Source: an optimization exercise on an open RTL-to-GDS flow (aim: small area, a short achievable clock period and few clock cycles per item). Production flows keep margins and buffers that such runs may drop. Where RTL was checked, it was by simulation tests only, not by an equivalence proof against the original. Power and IR drop assume default switching activity.

==> module wib_expander, before the edit <==
module wib_expander (
    input  wire        clk,
    input  wire        rst,         
    input  wire        in_valid,
    output wire        in_ready,
    input  wire [63:0] in_data,
    output wire        out_valid,
    input  wire        out_ready,
    output wire [63:0] out_data,
    output wire        out_last     
);
    reg  [3:0]  ph;         
    reg         hdr;        
    reg  [1:0]  hcnt;       
    reg  [2:0]  grp;        
    reg  [15:0] x, y, z;    
    wire [15:0] c0 = in_data[15:0];
    wire [15:0] c1 = in_data[31:16];
    wire [15:0] c2 = in_data[47:32];
    wire [15:0] c3 = in_data[63:48];
    assign out_valid = ph[3] | (in_valid & ~hdr);
    assign in_ready  = hdr | (out_ready & ~ph[3]);
    assign out_last  = ph[3] & (grp == 3'd0);
    wire [15:0] s0 = ({16{ph[0]}} & c0) | ({16{ph[1]}} & x)  | ({16{ph[2]}} & y)  | ({16{ph[3]}} & z);
    wire [15:0] s1 = ({16{ph[0]}} & c1) | ({16{ph[1]}} & c0) | ({16{ph[2]}} & x)  | ({16{ph[3]}} & y);
    wire [15:0] s2 = ({16{ph[0]}} & c2) | ({16{ph[1]}} & c1) | ({16{ph[2]}} & c0) | ({16{ph[3]}} & x);
    wire [47:0] d = {s2, s1, s0};
    assign out_data = {4'h0, d[47:36], 4'h0, d[35:24], 4'h0, d[23:12], 4'h0, d[11:0]};
    wire out_fire = out_valid & out_ready;
    wire din_fire = in_valid & ~hdr & out_ready & ~ph[3];
    always @(posedge clk) begin
        if (in_valid & out_ready & ~ph[3]) begin
            x <= c3;
            y <= c2;
            z <= c1;
        end
    end
    always @(posedge clk) begin
        if (rst) begin
            ph   <= 4'b0001;
            hdr  <= 1'b1;
            hcnt <= 2'd3;
            grp  <= 3'd0;
        end else begin
            if (out_fire)
                ph <= {ph[2:0], ph[3]};
            if (hdr) begin
                if (in_valid) begin
                    hcnt <= hcnt - 2'd1;
                    if (hcnt == 2'd0)
                        hdr <= 1'b0;
                end
            end else if (din_fire & ph[2]) begin
                grp <= grp + 3'd1;
                if (grp[1:0] == 2'd3) begin
                    hdr  <= 1'b1;
                    hcnt <= grp[2] ? 2'd3 : 2'd1;
                end
            end
        end
    end
endmodule
clock: 4.0 ns
lec_check: 0
cap_margin: 20
core_margin: 2
core_utilization: 40
setup_slack_margin: 1.7
slew_margin: 20
standard.sh (not shown) runs the stock make flow with config.mk's settings and CLKGATE_MAP_FILE= SYNTH_SCRIPT=/design/flow/synth_recipe.tcl, a recipe that flattens the netlist after the stock synthesis.
==> flow/flow/run.sh <==
#!/bin/bash
# Standard layout, with the port buffers that buffer_ports inserts made of
# sky130_fd_sc_hd__buf_1 instead of the cell it picks by default, and the
# constant outputs left on the one tie cell that synthesis gives them.
set -euo pipefail
export BUFFER_PORTS_ARGS="-buffer_cell sky130_fd_sc_hd__buf_1"
export SKIP_REPAIR_TIE_FANOUT=1
bash standard.sh > standard.log 2>&1
Rerun with:
==> flow/design.v (replaced) <==
module wib_expander (
    input  wire        clk,
    input  wire        rst,         
    input  wire        in_valid,
    output wire        in_ready,
    input  wire [63:0] in_data,
    output wire        out_valid,
    input  wire        out_ready,
    output wire [63:0] out_data,
    output wire        out_last     
);
    reg  [3:0]  ph;         
    reg         hdr;        
    reg  [3:0]  k;          
    reg  [15:0] x, y;       
    wire [15:0] c0 = in_data[15:0];
    wire [15:0] c1 = in_data[31:16];
    wire [15:0] c2 = in_data[47:32];
    wire [15:0] c3 = in_data[63:48];
    assign out_valid = in_valid & ~hdr;
    assign in_ready  = hdr | (out_ready & ~ph[2]);
    assign out_last  = ph[3] & (k == 4'd13);
    wire [15:0] s0 = ({16{ph[0]}} & c0) | ({16{ph[1]}} & x)  | ({16{ph[2]}} & y)  | ({16{ph[3]}} & c1);
    wire [15:0] s1 = ({16{ph[0]}} & c1) | ({16{ph[1]}} & c0) | ({16{ph[2]}} & x)  | ({16{ph[3]}} & c2);
    wire [15:0] s2 = ({16{ph[0]}} & c2) | ({16{ph[1]}} & c1) | ({16{ph[2]}} & c0) | ({16{ph[3]}} & c3);
    wire [47:0] d = {s2, s1, s0};
    assign out_data = {4'h0, d[47:36], 4'h0, d[35:24], 4'h0, d[23:12], 4'h0, d[11:0]};
    wire out_fire = in_valid & ~hdr & out_ready;
    always @(posedge clk) begin
        if (in_valid & out_ready) begin
            x <= c3;
            y <= c2;
        end
    end
    wire       step  = hdr ? in_valid : (out_fire & ph[3]);
    wire [3:0] knext = (k == 4'd13) ? 4'd0 : k + 4'd1;
    always @(posedge clk) begin
        if (rst) begin
            ph  <= 4'b0001;
            hdr <= 1'b1;
            k   <= 4'd0;
        end else begin
            if (out_fire)
                ph <= {ph[2:0], ph[3]};
            if (step) begin
                k   <= knext;
                hdr <= (knext <= 4'd3) | (knext == 4'd8) | (knext == 4'd9);
            end
        end
    end
endmodule
=>
- The new run went through all stages and came out clean
- die area falls by 15%
- cell count falls by 9.1%
- area after synthesis falls by 16%
- clock-buffer cell count falls by 8
- via count falls by 4.4%
- combinational power rises by 35%
- sequential share of layout area falls by 7.8 points
- routed wire length falls by 8.9%
- final area falls by 15%
- worst setup slack gets better by 30 ps
- non-clock buffer count falls by 2
No run of this note included a check of the RTL's function; only the layout flow was run.

Setup of 08-12:
wib_expander, a different RTL version from the one above (not shown whole).
Size: ~2600 um^2 of cells after synthesis.
==> module wib_expander, before the edit <==
module wib_expander (
    input  wire        clk,
    input  wire        rst,         
    input  wire        in_valid,
    output wire        in_ready,
    input  wire [63:0] in_data,
    output wire        out_valid,
    input  wire        out_ready,
    output wire [63:0] out_data,
    output wire        out_last     
);
    reg  [3:0]  ph;         
    reg         hdr;        
    reg  [1:0]  hcnt;       
    reg  [2:0]  grp;        
    reg  [15:0] x, y;       
    wire [15:0] c0 = in_data[15:0];
    wire [15:0] c1 = in_data[31:16];
    wire [15:0] c2 = in_data[47:32];
    wire [15:0] c3 = in_data[63:48];
    assign out_valid = in_valid & ~hdr;
    assign in_ready  = hdr | (out_ready & ~ph[2]);
    assign out_last  = ph[3] & (grp == 3'd7);
    wire [15:0] s0 = ({16{ph[0]}} & c0) | ({16{ph[1]}} & x)  | ({16{ph[2]}} & y)  | ({16{ph[3]}} & c1);
    wire [15:0] s1 = ({16{ph[0]}} & c1) | ({16{ph[1]}} & c0) | ({16{ph[2]}} & x)  | ({16{ph[3]}} & c2);
    wire [15:0] s2 = ({16{ph[0]}} & c2) | ({16{ph[1]}} & c1) | ({16{ph[2]}} & c0) | ({16{ph[3]}} & c3);
    wire [47:0] d = {s2, s1, s0};
    assign out_data = {4'h0, d[47:36], 4'h0, d[35:24], 4'h0, d[23:12], 4'h0, d[11:0]};
    wire out_fire = in_valid & ~hdr & out_ready;
    always @(posedge clk) begin
        if (in_valid & out_ready) begin
            x <= c3;
            y <= c2;
        end
    end
    always @(posedge clk) begin
        if (rst) begin
            ph   <= 4'b0001;
            hdr  <= 1'b1;
            hcnt <= 2'd3;
            grp  <= 3'd0;
        end else begin
            if (hdr) begin
                if (in_valid) begin
                    hcnt <= hcnt - 2'd1;
                    if (hcnt == 2'd0)
                        hdr <= 1'b0;
                end
            end else if (out_fire) begin
                ph <= {ph[2:0], ph[3]};
                if (ph[3]) begin
                    grp <= grp + 3'd1;
                    if (grp[1:0] == 2'd3) begin
                        hdr  <= 1'b1;
                        hcnt <= grp[2] ? 2'd3 : 2'd1;
                    end
                end
            end
        end
    end
endmodule
export LEC_CHECK = 0
export CAP_MARGIN = 20
export CORE_MARGIN = 2
export CORE_UTILIZATION = 40
export SETUP_SLACK_MARGIN = 1.7
export SLEW_MARGIN = 20
create_clock -name core_clock -period 4.0 [get_ports {clk}]
Scripts as last shown in full above: flow/flow/run.sh
Testbench counts of 08-12, summed over its fixed seeds: cycles 19,456, frames 512.
Input-level comparison between 05-13 and 08-12:
==> flow/design.v <==
module wib_expander (
    input  wire        clk,
    input  wire        rst,         
    input  wire        in_valid,
    output wire        in_ready,
    input  wire [63:0] in_data,
    output wire        out_valid,
    input  wire        out_ready,
    output wire [63:0] out_data,
    output wire        out_last     
);
    reg  [3:0]  ph;         
    reg  [3:0]  pa;         
    reg         hdr;        
    reg  [1:0]  hcnt;       
    reg  [2:0]  grp;        
    reg  [15:0] x, y;       
    wire [15:0] c0 = in_data[15:0];
    wire [15:0] c1 = in_data[31:16];
    wire [15:0] c2 = in_data[47:32];
    wire [15:0] c3 = in_data[63:48];
    assign out_valid = in_valid & ~hdr;
    assign in_ready  = hdr | (out_ready & ~ph[2]);
    assign out_last  = ph[3] & (grp == 3'd7);
    wire [15:0] s0 = ({16{pa[0]}} & c0) | ({16{pa[1]}} & x)  | ({16{pa[2]}} & y)  | ({16{pa[3]}} & c1);
    wire [15:0] s1 = ({16{pa[0]}} & c1) | ({16{pa[1]}} & c0) | ({16{pa[2]}} & x)  | ({16{pa[3]}} & c2);
    wire [15:0] s2 = ({16{ph[0]}} & c2) | ({16{ph[1]}} & c1) | ({16{ph[2]}} & c0) | ({16{ph[3]}} & c3);
    wire [47:0] d = {s2, s1, s0};
    assign out_data = {4'h0, d[47:36], 4'h0, d[35:24], 4'h0, d[23:12], 4'h0, d[11:0]};
    wire out_fire = in_valid & ~hdr & out_ready;
    always @(posedge clk) begin
        if (in_valid & out_ready) begin
            x <= c3;
            y <= c2;
        end
    end
    always @(posedge clk) begin
        if (rst) begin
            ph   <= 4'b0001;
            pa   <= 4'b0001;
            hdr  <= 1'b1;
            hcnt <= 2'd3;
            grp  <= 3'd0;
        end else begin
            if (hdr) begin
                if (in_valid) begin
                    hcnt <= hcnt - 2'd1;
                    if (hcnt == 2'd0)
                        hdr <= 1'b0;
                end
            end else if (out_fire) begin
                ph <= {ph[2:0], ph[3]};
                pa <= {pa[2:0], pa[3]};
                if (ph[3]) begin
                    grp <= grp + 3'd1;
                    if (grp[1:0] == 2'd3) begin
                        hdr  <= 1'b1;
                        hcnt <= grp[2] ? 2'd3 : 2'd1;
                    end
                end
            end
        end
    end
endmodule
[summary]
Against 08-12, area of the mapped netlist in 05-13 rose by a few percent. Cell count, 08-12 and 05-13: larger value in 05-13. 05-13 against 08-12; global-route wire length before repair is up by more than 10%. Delta (05-13 minus 08-12): flip-flop and latch power saw an increase, tightest slew margin relative to the limit saw an increase, logic gate share of total power saw a decrease, non-clock buffer count saw a decrease, die footprint saw an increase. The synthesized cell count in 05-13 was higher than what 08-12 gave. A launching element of the worst setup path of ph[2]$_SDFFE_PP0P_ is what 08-12 shows, while in_valid belongs to 05-13. When 05-13 is measured against 08-12, its combined area of the multi-input logic cells turns out 5.1% higher. Of 08-12 and 05-13, the higher cell depth of the worst setup path belongs to 08-12. Total power of 05-13 exceeds that of 08-12 by a few percent.
For 05-13, only the layout was checked, not whether the RTL still works.

what the ideal ports hide:
The flow's constraints put no driver on any port. The routed layouts listed below were extracted and timed again, unchanged, in two steps. Step 1 sets driving cells, clkbuf_16 on the clock port and buf_2 on the other inputs (assumed; they add their load-dependent delay and slew). Step 2 moves the port delays by t, midway between the first and last clock arrival at a register: inputs arrive t later, outputs are due t later. That takes back most of the time a late clock gives input paths. Slacks: ideal ports / drivers / drivers and shift; pairs: ideal ports / drivers.
run | shift t [ns] | slack for setup (ns) | worst hold slack (ns) | latest minus earliest clock arrival (ns)
the first run of note 1 | 0.349 | 1.744 / 1.726 / 1.632 | 0.472 / 0.472 / 0.472 | 0.008 / 0.007
the second run of note 1 | 0.312 | 1.774 / 1.747 / 1.605 | 0.526 / 0.526 / 0.526 | 0.005 / 0.006
08-12 | 0.319 | 1.838 / 1.809 / 1.812 | 0.481 / 0.481 / 0.481 | 0.007 / 0.007
05-13 | 0.320 | 1.799 / 1.778 / 1.778 | 0.489 / 0.489 / 0.489 | 0.008 / 0.008
After both steps setup and hold are still met in every run listed. The setup slack of the second run of note 1, which loses most, moves by -0.027 ns with the drivers and by -0.169 ns with both steps.
